Context: an optimization exercise on an open-source flow, tuned for small area, a short achievable clock period and few clock cycles. The choices shown serve that exercise and are no tape-out recipe. For this run, only the layout was checked, not whether the RTL still works. Power is estimated from default activity; no workload was simulated.

==> design.v <==
module b62_core (
    input  wire         clk,
    input  wire         rst,       
    input  wire         start,     
    input  wire         dec,       
    input  wire [1:0]   sel,       
    input  wire [5:0]   len,       
    input  wire [343:0] din,
    output reg          ready,
    output reg          done,
    output reg  [1:0]   err,       
    output reg  [5:0]   err_idx,   
    output reg  [5:0]   out_len,
    output wire [343:0] dout
);
    localparam NB = 2;             
    localparam ERR_NONE  = 2'd0;
    localparam ERR_ALPHA = 2'd1;
    localparam ERR_FRAME = 2'd2;
    localparam ERR_OVF   = 2'd3;
    localparam I_IDLE = 0;
    localparam I_ENC  = 1;    
    localparam I_EMAP = 2;    
    localparam I_DMAP = 3;    
    localparam I_HALF = 4;    
    localparam I_CLR  = 5;    
    localparam I_ALGN = 6;    
    function [5:0] digits_of;
        input [5:0] n;
        case (n)
            6'd1:  digits_of = 6'd2;   6'd2:  digits_of = 6'd3;
            6'd3:  digits_of = 6'd5;   6'd4:  digits_of = 6'd6;
            6'd5:  digits_of = 6'd7;   6'd6:  digits_of = 6'd9;
            6'd7:  digits_of = 6'd10;  6'd8:  digits_of = 6'd11;
            6'd9:  digits_of = 6'd13;  6'd10: digits_of = 6'd14;
            6'd11: digits_of = 6'd15;  6'd12: digits_of = 6'd17;
            6'd13: digits_of = 6'd18;  6'd14: digits_of = 6'd19;
            6'd15: digits_of = 6'd21;  6'd16: digits_of = 6'd22;
            6'd17: digits_of = 6'd23;  6'd18: digits_of = 6'd25;
            6'd19: digits_of = 6'd26;  6'd20: digits_of = 6'd27;
            6'd21: digits_of = 6'd29;  6'd22: digits_of = 6'd30;
            6'd23: digits_of = 6'd31;  6'd24: digits_of = 6'd33;
            6'd25: digits_of = 6'd34;  6'd26: digits_of = 6'd35;
            6'd27: digits_of = 6'd37;  6'd28: digits_of = 6'd38;
            6'd29: digits_of = 6'd39;  6'd30: digits_of = 6'd41;
            6'd31: digits_of = 6'd42;  6'd32: digits_of = 6'd43;
            default: digits_of = 6'd0;
        endcase
    endfunction
    function [5:0] bytes_of;
        input [5:0] k;
        case (k)
            6'd2:  bytes_of = 6'd1;   6'd3:  bytes_of = 6'd2;
            6'd5:  bytes_of = 6'd3;   6'd6:  bytes_of = 6'd4;
            6'd7:  bytes_of = 6'd5;   6'd9:  bytes_of = 6'd6;
            6'd10: bytes_of = 6'd7;   6'd11: bytes_of = 6'd8;
            6'd13: bytes_of = 6'd9;   6'd14: bytes_of = 6'd10;
            6'd15: bytes_of = 6'd11;  6'd17: bytes_of = 6'd12;
            6'd18: bytes_of = 6'd13;  6'd19: bytes_of = 6'd14;
            6'd21: bytes_of = 6'd15;  6'd22: bytes_of = 6'd16;
            6'd23: bytes_of = 6'd17;  6'd25: bytes_of = 6'd18;
            6'd26: bytes_of = 6'd19;  6'd27: bytes_of = 6'd20;
            6'd29: bytes_of = 6'd21;  6'd30: bytes_of = 6'd22;
            6'd31: bytes_of = 6'd23;  6'd33: bytes_of = 6'd24;
            6'd34: bytes_of = 6'd25;  6'd35: bytes_of = 6'd26;
            6'd37: bytes_of = 6'd27;  6'd38: bytes_of = 6'd28;
            6'd39: bytes_of = 6'd29;  6'd41: bytes_of = 6'd30;
            6'd42: bytes_of = 6'd31;  6'd43: bytes_of = 6'd32;
            default: bytes_of = 6'd0;
        endcase
    endfunction
    localparam [2047:0] ALPHA_T = 2048'h00007a797877767574737271706f6e6d6c6b6a6968676665646362615a595857565554535251504f4e4d4c4b4a4948474645444342413938373635343332313000005a595857565554535251504f4e4d4c4b4a4948474645444342417a797877767574737271706f6e6d6c6b6a696867666564636261393837363534333231300000393837363534333231307a797877767574737271706f6e6d6c6b6a6968676665646362615a595857565554535251504f4e4d4c4b4a49484746454443424100007a797877767574737271706f6e6d6c6b6a6968676665646362615a595857565554535251504f4e4d4c4b4a49484746454443424139383736353433323130;
    function [7:0] alpha;
        input [1:0] s;
        input [5:0] d;
        alpha = ALPHA_T[{s, d, 3'b000} +: 8];
    endfunction
    localparam [8191:0] SYM_T = 8192'h000000000000000000000000000000000000000000000000000000000000000000000000000000000000000000000000000000000000000000000000000000000000000000000000000000000000000000000000000000000000000000000000000000000000000000000000000000000000000000000000000000000000000000000000007d7c7b7a797877767574737271706f6e6d6c6b6a696867666564000000000000636261605f5e5d5c5b5a595857565554535251504f4e4d4c4b4a000000000000004948474645444342414000000000000000000000000000000000000000000000000000000000000000000000000000000000000000000000000000000000000000000000000000000000000000000000000000000000000000000000000000000000000000000000000000000000000000000000000000000000000000000000000000000000000000000000000000000000000000000000000000000000000000000000000000000000000000000000000000000000000000000000000000636261605f5e5d5c5b5a595857565554535251504f4e4d4c4b4a0000000000007d7c7b7a797877767574737271706f6e6d6c6b6a696867666564000000000000004948474645444342414000000000000000000000000000000000000000000000000000000000000000000000000000000000000000000000000000000000000000000000000000000000000000000000000000000000000000000000000000000000000000000000000000000000000000000000000000000000000000000000000000000000000000000000000000000000000000000000000000000000000000000000000000000000000000000000000000000000000000000000000000737271706f6e6d6c6b6a696867666564636261605f5e5d5c5b5a000000000000595857565554535251504f4e4d4c4b4a49484746454443424140000000000000007d7c7b7a797877767574000000000000000000000000000000000000000000000000000000000000000000000000000000000000000000000000000000000000000000000000000000000000000000000000000000000000000000000000000000000000000000000000000000000000000000000000000000000000000000000000000000000000000000000000000000000000000000000000000000000000000000000000000000000000000000000000000000000000000000000000007d7c7b7a797877767574737271706f6e6d6c6b6a696867666564000000000000636261605f5e5d5c5b5a595857565554535251504f4e4d4c4b4a0000000000000049484746454443424140000000000000000000000000000000000000000000000000000000000000000000000000000000000000000000000000;
    function [6:0] sym;
        input [1:0] s;
        input [7:0] c;
        sym = SYM_T[{s, c, 3'b000} +: 7];
    endfunction
    reg  [6:0]   st;
    reg          dec_r;
    reg  [1:0]   sel_r;
    reg  [5:0]   len_r;       
    reg  [7:0]   cnt;         
    reg  [6:0]   gap;         
    reg  [5:0]   nbyt_r;
    reg  [2:0]   hq;          
    reg  [351:0] r;
    reg  [263:0] dg;          
    reg          bad;         
    reg  [5:0]   bad_idx;
    reg          ovf;
    reg          skip;        
    reg          above;       
    reg          sel_nb;      
    reg          sel_shr;     
    assign dout = r[343:0];
    wire [5:0] ndig = digits_of(len_r);
    wire [5:0] nbyt = bytes_of(len_r);
    integer i, j;
    reg  [343:0] din_rev;
    always @* for (i = 0; i < 344; i = i + 1) din_rev[i] = din[343 - i];
    reg  [NB-1:0] ebits;      
    always @* for (j = 0; j < NB; j = j + 1) ebits[NB-1-j] = above ? 1'b0 : r[96 + j];
    reg  [263:0] dg_dbl;
    reg  [263:0] t;
    reg  [5:0]   d;
    reg          cy, c;
    always @* begin
        t = dg;
        for (j = 0; j < NB; j = j + 1) begin
            cy = ebits[NB-1-j];
            for (i = 0; i < 43; i = i + 1) begin
                d = t[6*i +: 6];
                c = d[5] | (&d[4:0]);
                t[6*i +: 6] = {d[4] ^ (&d[3:0] & c), d[3] ^ (&d[2:0] & c),
                               d[2] ^ (&d[1:0] & c), d[1] ^ (d[0] & c),
                               d[0] ^ c, cy};
                cy = c;
            end
            t[263:258] = 6'd0;
        end
        dg_dbl = t;
    end
    reg  [263:0] dg_half;
    reg  [263:0] h, hn;
    reg  [4:0]   x;
    reg          l;
    reg  [NB-1:0] hbits;
    always @* begin
        h = dg;
        for (j = 0; j < NB; j = j + 1) begin
            hbits[j] = h[0];
            for (i = 0; i < 44; i = i + 1) begin
                x = h[6*i+1 +: 5];
                l = (i < 43) ? h[6*(i+1)] : 1'b0;
                hn[6*i +: 6] = {l & (|x),
                                x[4] ^ (l & ~x[3] & ~x[2] & ~x[1] & ~x[0]),
                                x[3] ^ (l & ~x[2] & ~x[1] & ~x[0]),
                                x[2] ^ (l & ~x[1] & ~x[0]),
                                x[1] ^ (l & ~x[0]),
                                x[0] ^ l};
            end
            h = hn;
        end
        dg_half = h;
    end
    reg  [31:0]  syms;
    reg  [23:0]  digs;
    reg  [3:0]   foreign;
    reg  [6:0]   sv;
    reg  [7:0]   ch;
    always @* begin
        for (j = 0; j < 4; j = j + 1) begin
            syms[8*j +: 8] = (!dec_r && $signed(gap) > j) ? alpha(sel_r, dg[6*j +: 6]) : 8'd0;
            for (i = 0; i < 8; i = i + 1) ch[i] = r[8*j + 7 - i];
            sv = sym(sel_r, ch);
            if ($signed(gap) <= j) begin
                digs[23-6*j -: 6] = sv[5:0];
                foreign[j]        = !sv[6];
            end else begin
                digs[23-6*j -: 6] = 6'd0;
                foreign[j]        = 1'b0;
            end
        end
    end
    wire [5:0] first_bad = foreign[0] ? 6'd0 - gap[5:0] :
                           foreign[1] ? 6'd1 - gap[5:0] :
                           foreign[2] ? 6'd2 - gap[5:0] :
                                        6'd3 - gap[5:0];
    wire       alpha_err = bad | (|foreign);
    wire       hovf = ({1'b0, cnt[7:3]} >= nbyt_r) && (|hbits);
    wire       last_map = (cnt == 8'd10);
    wire       last_half = (cnt[7:5] == hq) && (cnt[4:0] == 5'd31 - (NB - 1));
    wire [351:0] r_nb = {{NB{1'b0}}, r[351:256 + NB],
                         dec_r ? hbits : r[255 + NB -: NB], r[255:NB]};
    wire [351:0] r_w32 = {syms, r[351:32]};
    reg  [6:0]   st_n;
    reg  [7:0]   cnt_n;
    reg  [6:0]   gap_n;
    reg          fin;         
    reg          skip_n, above_n;
    always @* begin
        st_n  = st;
        cnt_n = cnt;
        gap_n = gap;
        fin   = 1'b0;
        if (st[I_IDLE]) begin
            cnt_n = dec ? 8'd0 : 8'd255;
            gap_n = 7'd44 - {1'b0, len};
            if (start) st_n = dec ? 7'd1 << I_DMAP : 7'd1 << I_ENC;
        end
        if (st[I_ENC]) begin
            if (skip)
                cnt_n = cnt - 8'd32;
            else if (cnt == NB - 1) begin
                cnt_n = 8'd0;
                gap_n = {1'b0, ndig};
                st_n  = 7'd1 << I_EMAP;
            end else
                cnt_n = cnt - NB;
        end
        if (st[I_EMAP] | st[I_DMAP] | st[I_CLR]) begin
            cnt_n = cnt + 8'd1;
            gap_n = gap - 7'd4;
            if (last_map) begin
                if (st[I_DMAP] && !alpha_err && nbyt != 6'd0) begin
                    cnt_n = 8'd0;
                    st_n  = 7'd1 << I_HALF;
                end else begin
                    st_n = 7'd1 << I_IDLE;
                    fin  = 1'b1;
                end
            end
        end
        if (st[I_HALF]) begin
            cnt_n = cnt + NB;
            if (last_half) begin
                if (ovf || hovf || (|dg_half[5:0])) begin
                    cnt_n = 8'd0;
                    st_n  = 7'd1 << I_CLR;
                end else if (hq == 3'd7) begin
                    st_n = 7'd1 << I_IDLE;
                    fin  = 1'b1;
                end else
                    st_n = 7'd1 << I_ALGN;
            end
        end
        if (st[I_ALGN]) begin
            cnt_n = cnt + 8'd32;
            if (cnt[7:5] == 3'd7) begin
                st_n = 7'd1 << I_IDLE;
                fin  = 1'b1;
            end
        end
        if (rst) begin
            st_n = 7'd1 << I_IDLE;
            fin  = 1'b0;
        end
    end
    wire [4:0] cw_32 = cnt[7:3] - 5'd4;
    wire [4:0] cw_nb = (cnt - NB) >> 3;
    always @* begin
        if (st[I_IDLE]) begin
            skip_n  = len <= 6'd28;
            above_n = len <= 6'd31;
        end else if (skip) begin
            skip_n  = {1'b0, cw_32} >= len_r + 6'd3;
            above_n = {1'b0, cw_32} >= len_r;
        end else begin
            skip_n  = {1'b0, cw_nb} >= len_r + 6'd3;
            above_n = {1'b0, cw_nb} >= len_r;
        end
    end
    wire enc_end = !skip && cnt == NB - 1;
    wire sel_nb_n  = (st[I_IDLE] & !dec & !skip_n) | (st[I_ENC] & !enc_end & !skip_n) |
                     (st[I_DMAP] & last_map) | (st[I_HALF] & !last_half);
    wire sel_shr_n = (st[I_ENC] & enc_end) | st[I_EMAP] | st[I_CLR] | st[I_ALGN] |
                     (st[I_HALF] & last_half);
    always @(posedge clk) begin
        st      <= st_n;
        cnt     <= cnt_n;
        gap     <= gap_n;
        skip    <= skip_n;
        above   <= above_n;
        sel_nb  <= sel_nb_n;
        sel_shr <= sel_shr_n;
        ready   <= st_n[I_IDLE];
        done    <= fin;
        r  <= st[I_IDLE] ? {din_rev, 8'd0} : sel_nb ? r_nb : r_w32;
        dg <= st[I_IDLE] ? 264'd0 :
              (({264{st[I_ENC]}}  & dg_dbl) |
               ({264{st[I_HALF]}} & dg_half) |
               ({264{st[I_DMAP]}} & {dg[239:0], digs}) |
               ({264{sel_shr}}    & {24'd0, dg[263:24]}));
        if (st[I_IDLE]) begin
            dec_r <= dec;
            sel_r <= sel;
            len_r <= len;
        end
        bad <= st[I_DMAP] & alpha_err;
        if (st[I_DMAP] && |foreign && !bad)
            bad_idx <= first_bad;
        ovf <= st[I_HALF] & (ovf | hovf);
        nbyt_r <= nbyt;
        hq     <= (nbyt[4:0] + 5'd3 >> 2) - 3'd1;
        err     <= st[I_DMAP] ? (alpha_err ? ERR_ALPHA : ERR_FRAME) :
                   st[I_CLR]  ? ERR_OVF : ERR_NONE;
        err_idx <= (st[I_DMAP] && alpha_err) ? (bad ? bad_idx : first_bad) : 6'd0;
        out_len <= st[I_EMAP] ? ndig :
                   (st[I_HALF] | st[I_ALGN]) ? nbyt_r : 6'd0;
    end
endmodule
==> run.sh <==
#!/bin/bash
# synth_recipe.tcl (not shown) runs the flow's synth.tcl, then flattens the netlist and writes it again
# the make line also repeats each setting of config.mk as NAME=value (left out here)
make -C /OpenROAD-flow-scripts/flow DESIGN_CONFIG=/design/flow/config.mk WORK_HOME=/design/flow/orfs CLKGATE_MAP_FILE= SYNTH_SCRIPT=/design/flow/synth_recipe.tcl finish
==> config.mk <==
export PLATFORM = sky130hd
export DESIGN_NAME = b62_core
export DESIGN_NICKNAME = b62_core
export VERILOG_FILES = /design/flow/design.v
export SDC_FILE = /design/flow/constraint.sdc
export NUM_CORES = 4
export LEC_CHECK = 0
export ABC_AREA = 1
export CAP_MARGIN = 20
export CORE_MARGIN = 2
export CORE_UTILIZATION = 55
export SLEW_MARGIN = 20
==> constraint.sdc <==
create_clock -name core_clock -period 5.5 [get_ports {clk}]
set_input_delay 1.1000 -clock core_clock [delete_from_list [all_inputs] [get_ports {clk}]]
set_output_delay 1.1000 -clock core_clock [all_outputs]
set_load 0.01 [all_outputs]
==> impl_metrics.ini <==
[status]
status = complete, no violations

[pwr]
pwr-share-seq = 0.391
switching_share = 0.347
p_sw_mw = 5.65
clkPwrFrac = 0.382
ir_drop_uv = 224
p_int_mw = 10.7
pwr-share-comb = 0.227
power_leakage_nw = 27.3
power_density_nw_per_um2 = 263

[die]
die_y_um = 317
dieArea_um2 = 100000
rows = 114
die_w_um = 317
start_util = 0.556
ios = 716
coreArea_um2 = 96900

[synth]
synth_nets = 9001
synth-async-reset-ratio = 0
syn_inst = 8364
netlist_area_um2 = 53800
syn_avg_cell_area_um2 = 6.44
ys_seq_area_frac = 0.263
synth_cell_types = 74
synth_flop_cell = dfxtp_1
synth_edf_count = 25
synth.yosys.warnings = 1
synth_seq_cells = 695

[critical_path]
crit_family = buffers and inverters
cp_slowest_cell = clkdlybuf4s50_1
worstPathMaxFanout = 15
worst_setup_path_end_kind = output port
cpPeakStageDelay_ns = 0.89
worstPathCellList = clkdlybuf4s50_1
path_class = reg -> out
crit_required_ns = 4.40
critical_path.n_buffers_inverters = 1
critical_path_arrival_ns = 2.25
cp-start-kind = flip-flop

[grt]
grt_pass1_vias = 55400
overflow = 0
grt_pass1_wl_mm = 355
antenna_found_initial = 39
grt_max_degree = 182
track_usage = 0.466

[timing]
whs_ns = 0.358
fin_worst_skew_ns = 0.0264
relSlewSlack = 0.271
timing.final.hold_violations = 0
setup_tns_ns = 0
finalCritPeriodShare = 0.609
rsz0062_at_grt = no
tightest_slew_ns = 1.09
fmax_ghz = 0.299
maxSlewViolCount = 0
setup_violations = 0
period_needed_ns = 3.35

[finish]
multi_input_area_um2 = 32800
stdcell_count = 9849
register_area_um2 = 14200
num-nets-final = 9104
area_growth_pct = 15.0
nFillCells = 9074
final_layout_size_suffix_gt1_frac = 0.0721

[cts]
cts_tree = yes
numCtsBuffers = 84
max-clock-path-buffers = 3
cts_root_buffer = clkbuf_16
insertion_delay_ns = 0.70
cts-hold-fix-buffers = 0
cts.sinks = 695
clk_pin_slew_worst_paths_ns = 0.06
htreeDepth = 3
cts_setup_buffers = 0
cts-resized-gates = 0

[drt]
drc = 0
first_pass_iters = 8
antenna_left = 0
drtIter0Drc = 9408
wl_mm = 245
via_count = 61800
routed_via_density = 6.27
wl_per_cell_um = 24.9

[placement]
dp_hpwl_mm = 179
post-place-cells = 9657
port_buffers = 715
gp_congestion = 1.14

[worst_hold_path]
hold_path_class = reg -> reg

[flow_run]
drv_cap = 0
[synthesized netlist by cell type, types with 53 or more instances]
master | n | area, µm²
o211ai_1 | 56 | 420
xnor2_1 | 80 | 701
ha_1 | 281 | 3520
clkbuf_1 | 297 | 1110
o21ai_1 | 53 | 265
nand2_2 | 121 | 757
nand3_1 | 525 | 2630
buf_2 | 55 | 275
nand2_1 | 1944 | 7300
inv_1 | 603 | 2260
dfxtp_1 | 670 | 13400
nor3_1 | 94 | 470
inv_2 | 119 | 447
buf_4 | 356 | 2670
a31oi_1 | 103 | 644
o22ai_1 | 182 | 1140
nor3_2 | 61 | 611
nand4_1 | 149 | 932
a21oi_1 | 1033 | 5170
o21ai_0 | 327 | 1640
xor2_1 | 142 | 1240
nor2_1 | 733 | 2750
[sequential cells by signal, summed over array words and instances (netlist names), 2 cells and up]
name                                                   cells
bad_idx                                                    6
cnt                                                        8
dg                                                       264
digits_of$func$/design/flow/design.v:102$5478.$result      6
err                                                        2
err_idx                                                    6
gap                                                        7
hq                                                         3
len_r                                                      6
nbyt                                                       6
nbyt_r                                                     6
out_len                                                    6
r                                                        352
sel_r                                                      2
st                                                         7
[final cells by class]
type	instances	area share
Sequential cell	695	0.229
Clock inverter	40	0.00966
Inverter	725	0.0443
Multi-Input combinational cell	6211	0.529
Clock buffer	117	0.0395
Timing Repair Buffer	750	0.121
Tap cell	1276	0.0258
Antenna cell	35	0.00141
[final timing paths]
kind | start | end | slack, ns | cells past startpoint
max | r[28]$_DFF_P_ | dout[28] | 2.15 | 1
max reg2reg | dg[6]$_SDFF_PP0_ | dg[7]$_SDFF_PP0_ | 2.21 | 13
min reg2reg | nbyt[1]$_DFF_P_ | nbyt_r[1]$_DFF_P_ | 0.36 | 0
min | nbyt[1]$_DFF_P_ | nbyt_r[1]$_DFF_P_ | 0.36 | 0
[cells by family after synthesis]
| kind of cell | count (synthesis) | synth area share |
|---|---|---|
| simple gates | 3772 | 0.307 |
| compound gates | 1934 | 0.200 |
| buf+inv | 1458 | 0.128 |
| flops | 695 | 0.263 |
| fa+ha+maj | 281 | 0.0653 |
| xor+xnor | 224 | 0.0367 |
[cells in the final DEF (no fill, tap or decap), types with 13 or more instances in the layout]
| cell type | count |
|---|---|
| inv_2 | 117 |
| nand2_1 | 1944 |
| o21ai_0 | 327 |
| or2_2 | 42 |
| o21ai_1 | 53 |
| a22oi_1 | 15 |
| nand3_1 | 525 |
| nor3_1 | 94 |
| inv_1 | 600 |
| diode_2 | 35 |
| nor2_1 | 732 |
| buf_4 | 30 |
| nor3_2 | 61 |
| clkbuf_16 | 85 |
| o22ai_1 | 182 |
| xnor2_1 | 80 |
| dfxtp_1 | 664 |
| clkinv_2 | 13 |
| a21oi_1 | 1033 |
| nand2_2 | 121 |
| o211ai_1 | 56 |
| ha_1 | 281 |
| a31oi_1 | 103 |
| nand4_1 | 149 |
| or2_1 | 15 |
| o221ai_1 | 16 |
| clkbuf_8 | 20 |
| o21a_1 | 45 |
| o31ai_1 | 19 |
| clkdlybuf4s50_1 | 715 |
| edfxtp_1 | 25 |
| nor2_2 | 41 |
| xor2_1 | 142 |
[metal layers]
layer,vias up,track usage,part of all wire
li1,28000,-,-
met1,28700,0.565,0.37
met2,4155,0.681,0.42
met3,909,0.189,0.13
met4,31,0.291,0.073
met5,-,0.0507,0.0038
[power groups by stage]
stage | sequential (mW) | clock, mW | combinational (mW)
after CTS | 6.26 | 6.22 | 3.55
after floorplan | 5.84 | 0 | 2.42
after detailed placement | 6.36 | 0 | 3.52
after global placement | 6.37 | 0 | 3.49
final | 6.37 | 6.23 | 3.70
after global routing | 6.33 | 6.40 | 3.94
[metrics by stage]
step                cell area [µm²]  total power, mW  setup WS (ns)  utilization
floorplan                     53800             8.26           3.00            -
global placement              58800             9.86           2.09        0.607
detailed placement            58800             9.87           2.15        0.607
CTS                           61800             16.0           2.15        0.639
global route                  61900             16.7           1.98        0.639
finish                        61900             16.3           2.15        0.639

-- port drivers added, routing unchanged --
How much do the figures lean on ideal ports? The routed layout below was timed once more, with nothing changed but the port constraints.
Step 1 assumes that a clkbuf_16 drives the clock port and a buf_2 every other input.
Step 2 adds t to the input delays and takes it off the output delays; t is the mean of the earliest and latest rising clock arrival at the registers after step 1. Input paths then give back, and output paths get back, about the clock's delay inside the block.
a / b / c = ideal / step 1 / step 2; a / b = the first two.
t (ns): 0.762
slack for setup (ns): 2.150 / 2.079 / 2.078
worst slew at a driven data input, ns: 0.30
After both steps setup and hold are still met in this run. For this run, drivers alone change the setup slack by -0.071 ns; drivers and shift together by -0.072 ns.
